This design comes from an exercise in tuning for small area on the open sky130 flow, not from production work.
Function was checked by simulation only, so behaviour that the tests miss may differ from the original.
No activity file was given, so power comes from the tool's default toggle rates.

--- design.v ---
module nec_ir_pwm #(
    parameter [7:0] PWM_MAX_VALUE       = 8'd100,
    parameter [7:0] IR_START_SEQ_TICKS  = 8'd60,
    parameter [7:0] IR_HIGH_BIT_TICKS   = 8'd9,
    parameter       IR_VALIDATE_ADDRESS = 1
) (
    input  wire       clk,
    input  wire       rst,         
    input  wire       ir_in,       
    input  wire       ir_init,     
    input  wire       cmd_get,     
    output wire       has_new,
    output wire [7:0] command,
    output wire       is_idle,
    input  wire [1:0] pwm_cmd,     
    input  wire [7:0] duty_r,
    input  wire [7:0] duty_g,
    input  wire [7:0] duty_b,
    input  wire [7:0] duty_w,
    output wire [3:0] pwm_out,     
    output wire       pwm_oe,
    output wire       pwm_busy
);
    reg        ir_sync1, ir_sync2, ir_prev;
    reg        ir_en;              
    reg  [7:0] prescale;
    reg  [7:0] timer;              
    reg        ovf;                
    reg [15:0] bit_buf;            
    reg  [5:0] bit_cnt;            
    reg  [7:0] cmd_reg;            
    reg        new_flag;           
    wire fall   = ir_prev & ~ir_sync2;
    wire handle = fall & ir_en;
    wire tick   = ir_en & (prescale == 8'hFF);
    reg [15:0] buf_next;
    reg  [5:0] cnt_next;
    reg        terminal;
    reg        commit;
    always @(*) begin
        buf_next = bit_buf;
        cnt_next = bit_cnt;
        terminal = 1'b0;
        commit   = 1'b0;
        if (ovf) begin
            cnt_next = 6'd0;
        end else if (timer >= IR_START_SEQ_TICKS) begin
            cnt_next = 6'd0;
        end else begin
            buf_next = {bit_buf[14:0], (timer >= IR_HIGH_BIT_TICKS)};
            cnt_next = bit_cnt + 6'd1;
            if (IR_VALIDATE_ADDRESS && cnt_next == 6'd16 &&
                buf_next[15:8] != ~buf_next[7:0])
                cnt_next = 6'd0;
            if (cnt_next == 6'd32) begin
                terminal = 1'b1;
                if (buf_next[15:8] == ~buf_next[7:0])
                    commit = 1'b1;
            end
        end
    end
    always @(posedge clk) begin
        if (rst) begin
            ir_sync1 <= 1'b1;
            ir_sync2 <= 1'b1;
            ir_prev  <= 1'b1;
            ir_en    <= 1'b0;
            prescale <= 8'd0;
            timer    <= 8'd0;
            ovf      <= 1'b0;
            bit_buf  <= 16'd0;
            bit_cnt  <= 6'd0;
            cmd_reg  <= 8'd0;
            new_flag <= 1'b0;
        end else begin
            ir_sync1 <= ir_in;
            ir_sync2 <= ir_sync1;
            ir_prev  <= ir_sync2;
            if (ir_init)
                ir_en <= 1'b1;
            if (ir_en)
                prescale <= prescale + 8'd1;
            if (handle) begin
                timer   <= tick ? 8'd1 : 8'd0;
                ovf     <= terminal;
                bit_buf <= buf_next;
                bit_cnt <= cnt_next;
            end else if (tick) begin
                timer <= timer + 8'd1;
                if (timer == 8'hFF)
                    ovf <= 1'b1;
            end
            if (handle && commit) begin
                cmd_reg  <= buf_next[15:8];
                new_flag <= 1'b1;
            end else if (cmd_get) begin
                new_flag <= 1'b0;
            end
        end
    end
    assign has_new = new_flag;
    assign command = cmd_reg;
    assign is_idle = ovf;
    localparam [1:0] PH_IDLE = 2'd0;
    localparam [1:0] PH_SLOW = 2'd1;
    localparam [1:0] PH_FAST = 2'd2;
    localparam [1:0] CMD_INIT = 2'd1;
    localparam [1:0] CMD_SLOW = 2'd2;
    localparam [1:0] CMD_FAST = 2'd3;
    reg        oe;
    reg  [1:0] phase;
    reg  [7:0] scan;               
    reg  [7:0] duty_lat [0:3];     
    reg  [3:0] pins;
    wire [7:0] duty_in [0:3];
    assign duty_in[0] = duty_r;
    assign duty_in[1] = duty_g;
    assign duty_in[2] = duty_b;
    assign duty_in[3] = duty_w;
    wire keep_high_lat = (duty_lat[3] == PWM_MAX_VALUE);
    wire keep_high_in  = (duty_w      == PWM_MAX_VALUE);
    integer c;
    always @(posedge clk) begin
        if (rst) begin
            oe    <= 1'b0;
            phase <= PH_IDLE;
            scan  <= 8'd0;
            pins  <= 4'd0;
            for (c = 0; c < 4; c = c + 1)
                duty_lat[c] <= 8'd0;
        end else begin
            case (phase)
                PH_IDLE: begin
                    if (pwm_cmd == CMD_INIT) begin
                        oe   <= 1'b1;
                        pins <= 4'd0;
                    end else if (pwm_cmd == CMD_SLOW && oe) begin
                        for (c = 0; c < 4; c = c + 1) begin
                            duty_lat[c] <= duty_in[c];
                            if (duty_in[c] != 8'd0)
                                pins[c] <= 1'b1;
                        end
                        scan  <= 8'd0;
                        phase <= PH_SLOW;
                    end else if (pwm_cmd == CMD_FAST && oe) begin
                        for (c = 0; c < 4; c = c + 1) begin
                            duty_lat[c] <= duty_in[c];
                            if (!(c == 3 && keep_high_in))
                                pins[c] <= 1'b0;
                        end
                        scan  <= PWM_MAX_VALUE;
                        phase <= PH_FAST;
                    end
                end
                PH_SLOW: begin
                    for (c = 0; c < 4; c = c + 1)
                        if (duty_lat[c] == scan && !(c == 3 && keep_high_lat))
                            pins[c] <= 1'b0;
                    if (scan == PWM_MAX_VALUE)
                        phase <= PH_IDLE;
                    else
                        scan <= scan + 8'd1;
                end
                PH_FAST: begin
                    for (c = 0; c < 4; c = c + 1)
                        if (duty_lat[c] == scan)
                            pins[c] <= 1'b1;
                    if (scan == 8'd1)
                        phase <= PH_IDLE;
                    else
                        scan <= scan - 8'd1;
                end
                default: phase <= PH_IDLE;
            endcase
        end
    end
    assign pwm_out  = pins;
    assign pwm_oe   = oe;
    assign pwm_busy = (phase != PH_IDLE);
endmodule
--- run.sh ---
#!/bin/bash
# synth_recipe.tcl (not shown) runs the flow's synth.tcl, then flattens the netlist and writes it again
# the make line also repeats each setting of config.mk as NAME=value (left out here)
make -C /OpenROAD-flow-scripts/flow DESIGN_CONFIG=/design/flow/config.mk WORK_HOME=/design/flow/orfs CLKGATE_MAP_FILE= SYNTH_SCRIPT=/design/flow/synth_recipe.tcl finish
--- config.mk ---
export PLATFORM = sky130hd
export DESIGN_NAME = nec_ir_pwm
export DESIGN_NICKNAME = nec_ir_pwm
export VERILOG_FILES = /design/flow/design.v
export SDC_FILE = /design/flow/constraint.sdc
export NUM_CORES = 4
export LEC_CHECK = 0
export CAP_MARGIN = 20
export CORE_MARGIN = 2
export CORE_UTILIZATION = 40
export SLEW_MARGIN = 20
--- constraint.sdc ---
create_clock -name core_clock -period 10.0 [get_ports {clk}]
set_input_delay 2.0000 -clock core_clock [delete_from_list [all_inputs] [get_ports {clk}]]
set_output_delay 2.0000 -clock core_clock [all_outputs]
set_load 0.01 [all_outputs]
==> flow_metrics.tcl, run 1 <==
set metrics [dict create \
    synth_seq_cells 99 \
    core_area_um2 12670 \
    synth_top_area_cell "dfxtp_1" \
    synth_edf_count 0 \
    area_growth_pct 17.31 \
    synth_top_area_frac 0.3818 \
    syn_avg_cell_area_um2 7.999 \
    fin_crit_ps 3989 \
    post_cts_buffers 0 \
    start_util 0.4097 \
    worst_ep_arrival_time_ps 4170 \
    timing.hold.ws_ps 421.4 \
    ios 55 \
    fmax_mhz 250.7 \
    hold_viol 0 \
    maxCapViolCount 0 \
    gp_congestion 0.8653 \
    port_buffers 54 \
    reg.largest.list "duty_lat x32, bit_buf x16" \
    dp_hpwl_um 8804 \
    irDropWorstVdd_v 0.0001021 \
    fin_total_pwr_w 0.0009726 \
    wl_per_cell_um 14.89 \
    crit_fanout 17 \
    ant_nets 0 \
    drtIter0Drc 265 \
    clk_latency_ps 350 \
    worstSetupEndpointType "flip-flop" \
    grt_pass1_wl_um 21250 \
    clock_path_buffers 2 \
    grt_pass1_vias 4447 \
    ys_types 56 \
    grt_overflow 0 \
    ctsHoldBuffers 0 \
    track_usage 0.1866 \
    synth-async-reset-ratio 0 \
    largest_reg_flops 32 \
    drc_errors 0 \
    largest_register "duty_lat" \
    maxSlewViolCount 0 \
    dr.pass1.iters 4 \
    critPathKind "in -> reg" \
    syn_inst 649 \
    synth_warnings 2 \
    synth_area_um2 5191 \
    cts_buffers 9 \
    hold_class "reg -> reg" \
    antenna_found_initial 0 \
    drive_gt1_frac 0.06222 \
    drt-total-wl_um 12610 \
    finalSetupViolCount 0 \
    cp_data_required_time_ps 10190 \
    worst_pin_slew_ps 1060 \
    die_h_um 117.9 \
    synth.most_common_cell "nand2_1" \
    die_area_um2 13910 \
    status "finished clean" \
    stdcell_count 847 \
    startpoint_type "input port" \
    fin_crit_sh 0.3989 \
    p_leak_nw 2.099 \
    tns_ps 0 \
    num_rows 41 \
    cts.repair.resized 0 \
    fin_util 0.4806 \
    routed_via_density 5.338 \
    die_w_um 117.9 \
    rsz0062_at_grt "no" \
    fin_worst_skew_ps 8.042 \
    final_nets 724 \
    dp_cells 832 \
    cts_max_level 3 \
    path_clk_slew_ps 70 \
    clockRootBuffer "clkbuf_16" \
    yosys-top-cells-count "nand2_1 (122), dfxtp_1 (99), a21oi_1 (71)" \
    power.density_nw_per_um2 159.7 \
    slew_headroom 0.2937 \
    diodes 0 \
    yosysSeqAreaShare 0.3818 \
    cts.sinks 99 \
    synth.area.top_cells "dfxtp_1 (38%), nand2_1 (8.8%), a21oi_1 (6.8%)" \
    grt_max_degree 105 \
    cts_tree "done" \
    syn_nets 702 \
    vias 4521 \
    ys.flop_type "dfxtp_1" \
]
==> power breakdown <==
group          switching (W)  internal [W]
Clock               0.000150      0.000193
Combinational      0.0000965     0.0000893
Sequential         0.0000322      0.000412
==> cell type report <==
| class | count | area [µm²] |
|---|---|---|
| tap | 172 | 215.2 |
| clock buffer | 9 | 225.2 |
| timing repair buffer | 57 | 565.5 |
| multi-input combinational | 490 | 2982 |
| fill | 1250 | 6581 |
| inverter | 14 | 52.55 |
| sequential | 99 | 1982 |
| clock inverter | 6 | 67.56 |
==> layer usage <==
metal  track usage  routed length, µm  part of all wire  vias to the layer above
li1              -                  -                 -                     2289
met1        0.2225               5572              0.44                     2144
met2        0.3245               6370              0.51                       72
met3       0.04845                482             0.038                       16
met4       0.06325                187             0.015                        0
met5             0                  0                 0                        -
==> worst max-delay path: stages <==
cell             delay [ps]
clkdlybuf4s50_1         560
nand3_1                 540
buf_8                   370
nor2_1                  270
nand3_1                 150
a31oi_1                 210
nor3b_1                  70
==> per-stage QoR <==
stage / worst slack, ps / area [µm²]
3_3_place_gp: 5486 / 5774
2_1_floorplan: 6812 / 5191
6_report: 6011 / 6090
5_1_grt: 5843 / 6090
4_1_cts: 6044 / 6090
3_5_place_dp: 5671 / 5797
==> worst paths after layout <==
kind                            slack (ps)  cells past startpoint        to       start
worst max-delay path                  6010                      7   pins[0]  pwm_cmd[1]
worst min-delay path                   420                      1  ir_sync2    ir_sync1
worst max register to register        7470                      8   pins[0]    phase[0]
worst min register to register         420                      1  ir_sync2    ir_sync1
==> cell usage in the layout, fill, tap and decap left out, types with 3 or more instances in the layout <==
| master | count |
|---|---|
| nand2_1 | 122 |
| dfxtp_1 | 99 |
| a21oi_1 | 71 |
| clkdlybuf4s50_1 | 53 |
| nor2_1 | 35 |
| xnor2_1 | 32 |
| nand3_1 | 29 |
| xor2_1 | 25 |
| nand4_1 | 17 |
| inv_1 | 14 |
| ha_1 | 14 |
| nor3_1 | 11 |
| o21ai_0 | 11 |
| nor4_1 | 10 |
| nor2b_1 | 9 |
| mux2_2 | 9 |
| clkbuf_16 | 9 |
| mux2i_1 | 7 |
| or2_2 | 7 |
| nand2b_1 | 6 |
| a31oi_1 | 6 |
| and3_1 | 5 |
| nor3b_1 | 5 |
| o22ai_1 | 5 |
| or3_1 | 4 |
| nand3b_1 | 4 |
| o41ai_1 | 4 |
| a22oi_1 | 3 |
| or4_1 | 3 |
| and4_1 | 3 |
| nor4b_1 | 3 |
==> kinds of logic after synthesis <==
group / Yosys count / share of synthesized area
simple gates: 282 / 0.2680
compound gates: 121 / 0.1415
flops: 99 / 0.3818
buf+inv: 60 / 0.04579
xor+xnor: 57 / 0.09617
mux: 16 / 0.03302
fa+ha+maj: 14 / 0.03374
==> inputs of run 2 (changes only) <==
==> design.v (replaced) <==
module nec_ir_pwm (
    input  wire       clk,
    input  wire       rst,         
    input  wire       ir_in,       
    input  wire       ir_init,     
    input  wire       cmd_get,     
    output wire       has_new,
    output wire [7:0] command,
    output wire       is_idle,
    input  wire [1:0] pwm_cmd,     
    input  wire [7:0] duty_r,
    input  wire [7:0] duty_g,
    input  wire [7:0] duty_b,
    input  wire [7:0] duty_w,
    output wire [3:0] pwm_out,     
    output wire       pwm_oe,
    output wire       pwm_busy
);
    reg        ir_sync1, ir_sync2, ir_prev;
    reg        ir_en;              
    reg  [7:0] prescale;
    reg  [7:0] timer;              
    reg        ovf;                
    reg  [7:0] sr;                 
    reg        err;                
    reg  [4:0] bit_cnt;            
    reg  [7:0] cmd_reg;            
    reg        new_flag;           
    wire handle = ir_prev & ~ir_sync2 & ir_en;
    wire tick   = ir_en & (&prescale);
    wire is_start = (timer >= 8'd60);
    wire bit_in   = (timer >= 8'd9);
    wire is_bit   = ~ovf & ~is_start;
    wire compare  = bit_cnt[3];                
    wire mis      = compare & (bit_in == sr[7]);
    wire bad      = mis | (err & (bit_cnt[2:0] != 3'd0));
    wire terminal = (bit_cnt == 5'd31);
    always @(posedge clk) begin
        if (rst) begin
            ir_sync1 <= 1'b1;
            ir_sync2 <= 1'b1;
            ir_prev  <= 1'b1;
            ir_en    <= 1'b0;
            prescale <= 8'd0;
            timer    <= 8'd0;
            ovf      <= 1'b0;
            bit_cnt  <= 5'd0;
            cmd_reg  <= 8'd0;
            new_flag <= 1'b0;
        end else begin
            ir_sync1 <= ir_in;
            ir_sync2 <= ir_sync1;
            ir_prev  <= ir_sync2;
            if (ir_init)
                ir_en <= 1'b1;
            prescale <= prescale + {7'd0, ir_en};
            if (handle) begin
                timer <= {7'd0, tick};
                ovf   <= is_bit & terminal;
                if (!is_bit || (bit_cnt == 5'd15 && bad))
                    bit_cnt <= 5'd0;
                else
                    bit_cnt <= bit_cnt + 5'd1;
            end else if (tick) begin
                timer <= timer + 8'd1;
                if (&timer)
                    ovf <= 1'b1;
            end
            if (handle && is_bit && terminal && !bad) begin
                cmd_reg  <= {sr[6:0], sr[7]};
                new_flag <= 1'b1;
            end else if (cmd_get) begin
                new_flag <= 1'b0;
            end
        end
    end
    always @(posedge clk) begin
        if (handle && is_bit) begin
            sr  <= {sr[6:0], bit_in ^ compare};
            err <= bad;
        end
    end
    assign has_new = new_flag;
    assign command = cmd_reg;
    assign is_idle = ovf;
    reg        oe;
    reg        busy;
    reg        fast;
    reg  [6:0] scan;               
    reg  [6:0] lr, lg, lb, lw;     
    reg  [3:0] pins;
    wire last = fast ? (scan == 7'd1) : (scan == 7'd100);
    wire [3:0] hit;
    assign hit[0] = (lr == scan);
    assign hit[1] = (lg == scan);
    assign hit[2] = (lb == scan);
    assign hit[3] = (lw == scan);
    always @(posedge clk) begin
        if (!busy) begin
            lr <= duty_r[6:0];
            lg <= duty_g[6:0];
            lb <= duty_b[6:0];
            lw <= duty_w[6:0];
        end
    end
    always @(posedge clk) begin
        if (!busy) begin
            if (pwm_cmd[1])
                scan <= pwm_cmd[0] ? 7'd100 : 7'd0;
        end else begin
            scan <= fast ? scan - 7'd1 : scan + 7'd1;
        end
    end
    always @(posedge clk) begin
        if (rst) begin
            oe   <= 1'b0;
            busy <= 1'b0;
            fast <= 1'b0;
            pins <= 4'd0;
        end else if (!busy) begin
            if (pwm_cmd == 2'd1) begin
                oe   <= 1'b1;
                pins <= 4'd0;
            end else if (pwm_cmd[1] && oe) begin
                busy <= 1'b1;
                fast <= pwm_cmd[0];
                if (pwm_cmd[0])
                    pins <= {pins[3] & (duty_w == 8'd100), 3'b000};
                else
                    pins <= pins | {duty_w != 8'd0, duty_b != 8'd0,
                                    duty_g != 8'd0, duty_r != 8'd0};
            end
        end else begin
            if (fast)
                pins <= pins | hit;
            else
                pins <= pins & ~(hit & {~last, 3'b111});
            if (last)
                busy <= 1'b0;
        end
    end
    assign pwm_out  = pins;
    assign pwm_oe   = oe;
    assign pwm_busy = busy;
endmodule
==> run 2 against run 1 <==
Net effect: non-clock buffer count unchanged; via count down 36%; routed wire length shrank 34%; critical path depth shrank 6; global-route usage decreased by 2.6 points; clock-buffer cell count grew 1; maximum frequency grew 10%; clock power decreased by 15%; register-to-register slack better by 230 ps; sequential power decreased by 8.3%; critical path type is now reg -> out; critical endpoint is now pwm_busy; largest cell class is now sequential cells.
==> flow_metrics.tcl, run 2 <==
set metrics [dict create \
    status "finished clean" \
    path_clk_slew_ps 90 \
    yosys-top-cells-count "edfxtp_1 (44), dfxtp_1 (42), nor2_1 (34)" \
    ctsHoldBuffers 0 \
    antenna_found_initial 0 \
    ys_types 51 \
    synth_edf_count 44 \
    finalSetupViolCount 0 \
    cts_buffers 9 \
    reg2reg_slack_ps 7700 \
    ys.flop_type "edfxtp_1" \
    p_leak_nw 1.744 \
    crit_fanout 14 \
    ios 55 \
    maxSlewViolCount 0 \
    crit_path_cell_trace "clkdlybuf4s50_1" \
    setup.worst_path.start "busy" \
    synth.area.top_cells "edfxtp_1 (33%), dfxtp_1 (21%), xor2_1 (6.5%)" \
    n_fill_cell 885 \
    critPathKind "reg -> out" \
    cts.sinks 86 \
    synth_top_area_frac 0.3287 \
    startpoint_type "flip-flop" \
    wl_per_cell_um 14.95 \
    rsz0062_at_grt "no" \
    routed_via_density 5.244 \
    drtIter0Drc 127 \
    hold_class "reg -> reg" \
    min_path_cells 1 \
    vias 2905 \
    slew_headroom 0.4832 \
    pre_cts_ws_ps 6019 \
    synth_top_area_cell "edfxtp_1" \
    clk_latency_ps 350 \
    grt_max_degree 39 \
    cts_max_level 3 \
    worstSetupEndpointType "primary output" \
    synth_xor_area_frac 0.09804 \
    power.density_nw_per_um2 156.1 \
    min_from "ir_sync1" \
    start_util 0.4113 \
    final_nets 469 \
    area_growth_pct 22.13 \
    cts.repair.resized 0 \
    dp_hpwl_um 5715 \
    grt_pass1_wl_um 14120 \
    synth_compound_area_frac 0.08248 \
    synthMuxAreaShare 0.02988 \
    rr_startpoint "bit_cnt[0]" \
    yosysSeqAreaShare 0.5378 \
    grt_pass1_vias 2902 \
    fmax_mhz 276.4 \
    worst_pin_slew_ps 772.4 \
    clock_path_buffers 2 \
    dp_cells 538 \
    fin_worst_skew_ps 9.412 \
    drive_gt1_frac 0.08076 \
    final_common_cell "clkdlybuf4s50_1" \
    post_cts_buffers 0 \
    cts_tree "done" \
    synth_seq_cells 86 \
    syn_avg_cell_area_um2 11.01 \
    synth_fa_ha_area_frac 0.04357 \
    cp.depth 1 \
    syn_nets 418 \
    ant_nets 0 \
    drc_errors 0 \
    timing.hold.ws_ps 415.9 \
    maxCapViolCount 0 \
    syn_inst 365 \
    die_area_um2 10870 \
    synth-async-reset-ratio 0 \
    irDropWorstVdd_v 0.00006731 \
    fin_crit_sh 0.3618 \
    final.setup.worst_slack_ps 6382 \
    diodes 0 \
    dr.pass1.iters 4 \
    track_usage 0.1609 \
    cp_slowest_stage_delay_ps 640 \
    cp_slowest_cell "dfxtp_1" \
    synth_area_um2 4020 \
    fin_util 0.5023 \
    synth_top_family_by_area "simple AND/OR/NAND/NOR gates" \
    drt-total-wl_um 8282 \
    synth_warnings 1 \
    reg2reg_depth 8 \
    crit_buf_inv 1 \
    worst_ep_arrival_time_ps 1620 \
    core_area_um2 9774 \
    num_rows 36 \
    stdcell_count 554 \
    clockRootBuffer "clkbuf_8" \
    gp_congestion 0.7794 \
    layout_common_cells "clkdlybuf4s50_1 (54), edfxtp_1 (44), dfxtp_1 (42)" \
    cpLargestDelayFamily "flip-flops" \
    synth.most_common_cell "edfxtp_1" \
    port_buffers 54 \
    fin_crit_ps 3618 \
    tns_ps 0 \
    synthSimpleGateAreaFrac 0.1702 \
    cp_data_required_time_ps 8000 \
    hold_viol 0 \
    die_h_um 104.3 \
    die_w_um 104.3 \
    grt_overflow 0 \
]
-- run 2: layout make-up --
cell class	count	area, µm²	area share
clock buffer	10	127.6	0.02599
clock inverter	6	111.4	0.02268
inverter	18	67.56	0.01376
multi-input combinational	244	1712	0.3486
sequential	86	2162	0.4404
tap	133	166.4	0.03389
timing repair buffer	57	563.0	0.1147
-- run 2: worst paths after layout --
check | end
min reg2reg | ir_sync2
max reg2reg | bit_cnt[2]
min | ir_sync2
max | pwm_busy
-- run 2: power breakdown --
part,leakage (nW),total (W),switching [W],internal [W]
logic,0.840,0.0000692,0.0000311,0.0000381
clock network,0.116,0.000290,0.000124,0.000166
registers,0.787,0.000407,0.0000190,0.000388
total,1.74,0.000766,0.000174,0.000592
-- run 2: logic make-up after synthesis --
family,count (synthesis)
AOI/OAI and AO/OA,50
xor gates and xnor gates,45
adders and majority gates,14
buffers and inverters,35
DFF,86
muxes,12
and+or+nand+nor,123
-- run 2: stage by stage --
stage	total power (W)	area [µm²]
final	0.0007665	4910
after global routing	0.0007988	4910
after CTS	0.0007750	4910
after detailed placement	0.0004838	4671
after global placement	0.0004825	4671
after floorplan	0.0004495	4020
-- run 2: layer usage --
metal,global-route usage,up-vias,part of all wire
met5,0,-,0
met4,0.05792,0,0.015
met3,0.03759,14,0.059
met2,0.2495,98,0.45
met1,0.2205,1377,0.48
li1,-,1416,-

-- static timing again, ports no longer ideal --
How much do the figures lean on ideal ports? The routed layouts below were timed once more, with nothing changed but the port constraints.
Step 1: set_driving_cell puts a clkbuf_16 on clk and a buf_2 on each other input, an assumption about the parent block.
Step 2 adds t to the input delays and takes it off the output delays; t is the mean of the earliest and latest rising clock arrival at the registers after step 1. Input paths then give back, and output paths get back, about the clock's delay inside the block.
a / b / c = ideal ports / drivers / drivers and shift; a / b = the first two.
| run | t, ns | slack for setup (ns) | hold WS [ns] | clock arrival spread, ns | cell pins on the clock port's net |
|---|---|---|---|---|---|
| run 1 | 0.384 | 6.011 / 6.010 / 5.627 | 0.421 / 0.421 / 0.421 | 0.008 / 0.009 | 1 |
| run 2 | 0.375 | 6.382 / 6.350 / 6.026 | 0.416 / 0.416 / 0.416 | 0.011 / 0.012 | 1 |
After both steps every run listed still meets setup and hold. For run 1, which loses most, drivers alone change the setup slack by -0.001 ns; drivers and shift together by -0.384 ns.
